This design comes from an exercise in tuning for small area, a short achievable clock period and few clock cycles on the open sky130 flow, not from production work.
Function was checked by simulation only, so behaviour that the tests miss may differ from the original.
Power and IR drop assume default switching activity.

job 526:
==> flow/design.v <==
module tcpu_apply (
    input  wire        clk,
    input  wire        rst,           
    input  wire        start,         
    input  wire [31:0] plen,          
    input  wire [24:0] tlen,          
    output wire        busy,
    output reg         done,          
    output wire [3:0]  result,
    output wire [3:0]  sub,
    output wire [31:0] errinfo,
    output wire [1:0]  pst,
    output reg  [31:0] psc,
    output wire [31:0] applied,
    output wire        src_re,
    output wire [29:0] src_addr,      
    input  wire [31:0] src_rdata,     
    output wire        tgt_we,
    output wire [22:0] tgt_addr,      
    output wire [3:0]  tgt_be,
    output wire [31:0] tgt_wdata
);
    localparam [39:0] PATCH_MAGIC = 40'h5041544348;  
    localparam [23:0] EOF_MARK    = 24'h454F46;      
    localparam [2:0] S_IDLE  = 3'd0,
                     S_HDR   = 3'd1,    
                     S_REC   = 3'd2,    
                     S_RUN   = 3'd3,    
                     S_LIT   = 3'd4,    
                     S_RLE   = 3'd5,    
                     S_SKIP  = 3'd6;    
    localparam [1:0] OC_NONE = 2'd0,    
                     OC_OK   = 2'd1,    
                     OC_CORR = 2'd2,    
                     OC_WF   = 2'd3;    
    reg [2:0]  state;
    reg [1:0]  oc;
    reg [2:0]  subc;
    reg [29:0] apc;           
    reg [31:0] av;            
    reg        q0v;           
    reg [31:0] q0;
    reg [22:0] wa;            
    reg [1:0]  lstart;        
    reg [15:0] nrem;          
    reg        lastr;         
    reg [7:0]  fill;
    reg [3:0]  tmask;         
    reg [1:0]  rot;           
    reg        rwrap;         
    assign busy    = state != S_IDLE;
    assign result  = {1'b0, oc[1], 1'b0, oc[1] & oc[0]};
    assign sub     = {1'b0, subc};
    assign pst     = {oc == OC_CORR, oc == OC_OK};
    assign applied = {2'd0, apc};
    assign errinfo = (oc == OC_CORR) ? psc :
                     (oc == OC_WF)   ? {7'd0, wa, lstart} : {2'd0, apc};
    wire [31:0] hi    = rwrap ? q0 : src_rdata;
    wire [63:0] win   = {hi, q0} >> {rot, 3'b000};
    wire [7:0]  b0 = win[7:0], b1 = win[15:8], b2 = win[23:16],
                b3 = win[31:24], b4 = win[39:32];
    wire [23:0] f_off  = {b0, b1, b2};
    wire [15:0] f_size = {b3, b4};
    wire [15:0] f_run  = {b0, b1};
    wire        av_hi0  = ~|av[31:17];
    wire        av_hi2  = av_hi0 && ~|av[16:3];
    wire        av0     = av_hi2 && ~|av[2:0];
    wire        av_lt3  = av_hi2 && !av[2] && !(av[1] && av[0]);
    wire        av_lt5  = av_hi2 && !(av[2] && (av[1] || av[0]));
    wire        c6r     = av_hi0 && !av[16] && (av[15:0] < nrem);
    wire        skip   = state == S_SKIP;
    wire [3:0]  lane_ge = 4'b1111 << lstart;
    reg  [3:0]  lane_lt;      
    always @(*) begin
        case ({!lastr || nrem[2], nrem[1:0]})
            3'b000: lane_lt = 4'b0000;
            3'b001: lane_lt = 4'b0001 << lstart;
            3'b010: lane_lt = 4'b0011 << lstart;
            3'b011: lane_lt = 4'b0111 << lstart;
            default: lane_lt = 4'b1111;
        endcase
    end
    wire [3:0]  inrange = lane_ge & lane_lt;
    wire [3:0]  badl    = inrange & ~tmask;
    wire        wfail   = |badl;
    wire [1:0]  fail_lane = badl[0] ? 2'd0 : badl[1] ? 2'd1 : badl[2] ? 2'd2 : 2'd3;
    wire [2:0]  room  = skip ? 3'd4 : 3'd4 - {1'b0, lstart};
    wire        last  = lastr;
    wire [2:0]  k     = last ? nrem[2:0] : room;
    wire [3:0]  room4 = {1'b0, room} + 4'd4;
    wire        last_nx = (nrem[15:4] == 12'd0) && (nrem[3:0] <= room4);
    wire        lpop  = ({1'b0, psc[1:0]} + k) >= 3'd4;
    wire        lit_go = (state == S_LIT) && q0v && !c6r;
    wire        rle_go = (state == S_RLE);
    wire [22:0] wa_nx  = (state == S_REC) ? {1'b0, f_off[23:2]} : wa + 23'd1;
    wire [22:0] tw     = tlen[24:2];
    reg  [3:0]  tmask_nx;
    always @(*) begin
        if (wa_nx < tw)
            tmask_nx = 4'b1111;
        else if (wa_nx == tw)
            tmask_nx = (4'b0001 << tlen[1:0]) - 4'd1;
        else
            tmask_nx = 4'b0000;
    end
    reg [2:0] inc;
    always @(*) begin
        inc = 3'd0;
        case (state)
            S_HDR:  if (q0v && !av_lt5) inc = 3'd5;
            S_REC:  if (q0v && !av_lt3) inc = av_lt5 ? 3'd3 : 3'd5;
            S_RUN:  if (q0v && !av_lt3) inc = 3'd3;
            S_LIT:  if (q0v && !c6r) inc = k;
            S_SKIP: inc = k;
            default: inc = 3'd0;
        endcase
    end
    wire [1:0]  p5     = psc[1:0] + 2'd1;      
    wire [28:0] pinc   = psc[31:3] + 29'd1;
    wire [3:0]  plo    = {1'b0, psc[2:0]} + {1'b0, inc};
    wire [3:0]  p3lo   = {1'b0, psc[2:0]} + 4'd3;
    wire        eofx   = (state == S_REC) && q0v && !av_lt3 && (f_off == EOF_MARK);
    wire [3:0]  pnlo   = eofx ? p3lo : plo;
    wire [31:0] psc_nx = {pnlo[3] ? pinc : psc[31:3], pnlo[2:0]};
    wire [28:0] adec   = av[31:3] - 29'd1;
    reg [2:0] ainc;
    always @(*) begin
        ainc = 3'd0;
        case (state)
            S_HDR:  if (q0v) ainc = 3'd5;
            S_REC:  if (q0v) ainc = 3'd5;
            S_RUN:  if (q0v) ainc = 3'd3;
            S_LIT:  if (q0v) ainc = k;
            S_SKIP: ainc = k;
            default: ainc = 3'd0;
        endcase
    end
    wire [3:0]  alo    = {1'b0, av[2:0]} - {1'b0, ainc};
    wire [31:0] av_nx  = {alo[3] ? adec : av[31:3], alo[2:0]};
    reg [1:0] pop;
    always @(*) begin
        case (state)
            S_HDR:   pop = 2'd1;
            S_REC:   pop = (psc[1:0] == 2'd3) ? 2'd2 : 2'd1;
            S_RUN:   pop = (psc[1:0] != 2'd0) ? 2'd1 : 2'd0;
            S_LIT:   pop = lpop ? 2'd1 : 2'd0;
            default: pop = 2'd0;
        endcase
        if (!q0v) pop = 2'd0;
    end
    assign src_re    = !busy || !q0v || (pop != 2'd0);
    assign src_addr  = !busy ? 30'd0 :
                       {(q0v || psc[2]) ? pinc : psc[31:3], ~(q0v ^ psc[2])};
    wire [3:0]  be_c     = (lit_go || rle_go) ? (inrange & tmask) : 4'b0000;
    assign tgt_addr  = wa;
    assign tgt_be    = be_c;
    assign tgt_we    = |be_c;
    assign tgt_wdata = rle_go ? {4{fill}} : win[31:0];
    task finish;
        input [1:0] c;
        input [2:0] s;
        begin
            oc    <= c;
            subc  <= s;
            done  <= 1'b1;
            state <= S_IDLE;
        end
    endtask
    always @(posedge clk) begin
        if (rst) begin
            state <= S_IDLE;
            done  <= 1'b0;
            oc    <= OC_NONE;
            subc  <= 3'd0;
            psc   <= 32'd0;
            apc   <= 30'd0;
            q0v   <= 1'b0;
        end else begin
            done <= 1'b0;
            psc  <= psc_nx;
            av   <= av_nx;
            if (!(state == S_LIT && !q0v)) begin
                rot   <= plo[1:0];
                rwrap <= 1'b0;
            end
            if (busy) begin
                if (!q0v) begin
                    q0  <= src_rdata;
                    q0v <= 1'b1;
                end else if (pop == 2'd1) begin
                    q0  <= src_rdata;
                end else if (pop == 2'd2) begin
                    q0v <= 1'b0;
                end
            end
            case (state)
            S_IDLE: begin
                if (start) begin
                    psc    <= 32'd0;
                    av     <= plen;
                    apc    <= 30'd0;
                    q0v    <= 1'b0;
                    lstart <= 2'd0;
                    rot    <= 2'd0;
                    rwrap  <= 1'b0;
                    state  <= S_HDR;
                end
            end
            S_HDR: if (q0v) begin
                if (av_lt5)
                    finish(OC_CORR, 3'd1);
                else if ({b0, b1, b2, b3, b4} != PATCH_MAGIC)
                    finish(OC_CORR, 3'd2);
                else
                    state <= S_REC;
            end
            S_REC: if (q0v) begin
                wa     <= wa_nx;
                tmask  <= tmask_nx;
                lstart <= f_off[1:0];
                nrem   <= f_size;
                lastr  <= {14'd0, f_size} <= 16'd4 - {14'd0, f_off[1:0]};
                if (av0)
                    finish(OC_OK, 3'd1);
                else if (av_lt3)
                    finish(OC_CORR, 3'd3);
                else if (f_off == EOF_MARK)
                    finish(OC_OK, 3'd0);
                else if (av_lt5)
                    finish(OC_CORR, 3'd4);
                else if (f_size == 16'd0)
                    state <= S_RUN;
                else
                    state <= S_LIT;    
                if (f_size != 16'd0) begin
                    rot   <= p5 - f_off[1:0];
                    rwrap <= p5 < f_off[1:0];
                end
            end
            S_RUN: if (q0v) begin
                nrem <= f_run;
                lastr <= {14'd0, f_run} <= 16'd4 - {14'd0, lstart};
                fill <= b2;
                if (av_lt3)
                    finish(OC_CORR, 3'd5);
                else
                    state <= S_RLE;
            end
            S_LIT, S_RLE: if (state == S_LIT && c6r) begin
                finish(OC_CORR, 3'd6);
            end else if (state == S_RLE || q0v) begin
                nrem  <= nrem - {13'd0, k};
                lastr <= last_nx;
                if (wfail) begin
                    lstart <= fail_lane;
                    state  <= S_SKIP;
                    if (!(state == S_LIT && !last)) begin
                        nrem  <= 16'd0;
                        lastr <= 1'b1;
                    end
                end else begin
                    wa     <= wa_nx;
                    tmask  <= tmask_nx;
                    lstart <= 2'd0;
                    if (last) begin
                        apc   <= apc + 30'd1;
                        state <= S_REC;
                    end
                end
            end
            S_SKIP: begin
                nrem  <= nrem - {13'd0, k};
                lastr <= last_nx;
                if (last)
                    finish(OC_WF, 3'd0);
            end
            default: state <= S_IDLE;
            endcase
        end
    end
endmodule
export LEC_CHECK = 0
export CAP_MARGIN = 20
export CORE_MARGIN = 2
export CORE_UTILIZATION = 60
export SETUP_SLACK_MARGIN = 3.8
export SLEW_MARGIN = 20
create_clock -name core_clock -period 8.0 [get_ports {clk}]
standard.sh (not shown) runs the stock make flow with config.mk's settings and CLKGATE_MAP_FILE= SYNTH_SCRIPT=/design/flow/synth_recipe.tcl, a recipe that flattens the netlist after the stock synthesis.
==> flow/flow/run.sh <==
#!/bin/bash
# The standard layout (standard.sh: ORFS from synthesis to finish), except that each
# port gets the smallest plain buffer, sky130_fd_sc_hd__buf_1, where buffer_ports would
# otherwise pick the delay cell clkdlybuf4s50_1. Every port is still buffered, and the
# timing repair that follows may resize these buffers as it does any other cell.
set -euo pipefail
export BUFFER_PORTS_ARGS="-buffer_cell sky130_fd_sc_hd__buf_1"
bash standard.sh > standard.log 2>&1
Job 526 went all the way through synthesis, placement and routing and the layout is clean on timing, DRC and antenna.
Testbench counts of job 526, summed over its fixed seeds: cycles 37,175.
For job 457, these inputs were changed with respect to job 526:
Settings: SETUP_SLACK_MARGIN now 3, was 3.8.
Results
Fraction of area in registers | job 457 above job 526
Detailed-route wire length (lower): job 457
Re count of mapped cells out of synthesis: no difference whatsoever between job 457 and job 526.
Job 457 consumes less power than job 526 does.
Job 457 reached the end of the flow, and the finished layout is clean on the timing, DRC and antenna checks.
Compared with job 526, in job 457 HPWL reported at the end of detailed placement comparable, instance area after placement essentially unchanged.
## Diff of input files: job 6254 against job 457
Settings: swapping 3 for 3.3 in SETUP_SLACK_MARGIN.
## What came out
On utilization, job 6254 tracks job 457 almost exactly.
Job 457 → job 6254: clock buffer count neither gained nor lost much; global-route track usage on met3 picked up an extra 1.2 points; max-slew headroom at the worst pin lost 4.7 points.
Job 457 reports its critical path's slowest cell as mux2i_1 while job 6254 reports mux4_2.
Achievable frequency went up by a few percent going from job 457 to job 6254.
Global routing usage on met1 ends up lower on job 457.
On cell area, job 6254 and job 457 are neck and neck.

static timing again, ports no longer ideal:
The results above use ideal ports. As a check the final layouts listed here were re-extracted and re-timed, cells and wires unchanged. Step 1 assumes that a clkbuf_16 drives the clock port and a buf_2 every other input. Step 2 moves the port delays by t, midway between the first and last clock arrival at a register: inputs arrive t later, outputs are due t later. That takes back most of the time a late clock gives input paths. Slacks: ideal / step 1 / step 2; pairs: ideal / step 1.
run	t, ns	slack for setup (ns)	worst register clock-pin slew, ns	pins driven straight from the clock port
job 526	0.502	3.463 / 3.421 / 3.063	0.08 / 0.08	1
job 457	0.495	3.133 / 3.112 / 2.962	0.08 / 0.08	1
job 6254	0.495	3.351 / 3.330 / 3.192	0.08 / 0.08	1
After both steps every run listed still meets setup and hold. For job 526, which loses most, drivers alone change the setup slack by -0.042 ns; drivers and shift together by -0.400 ns.
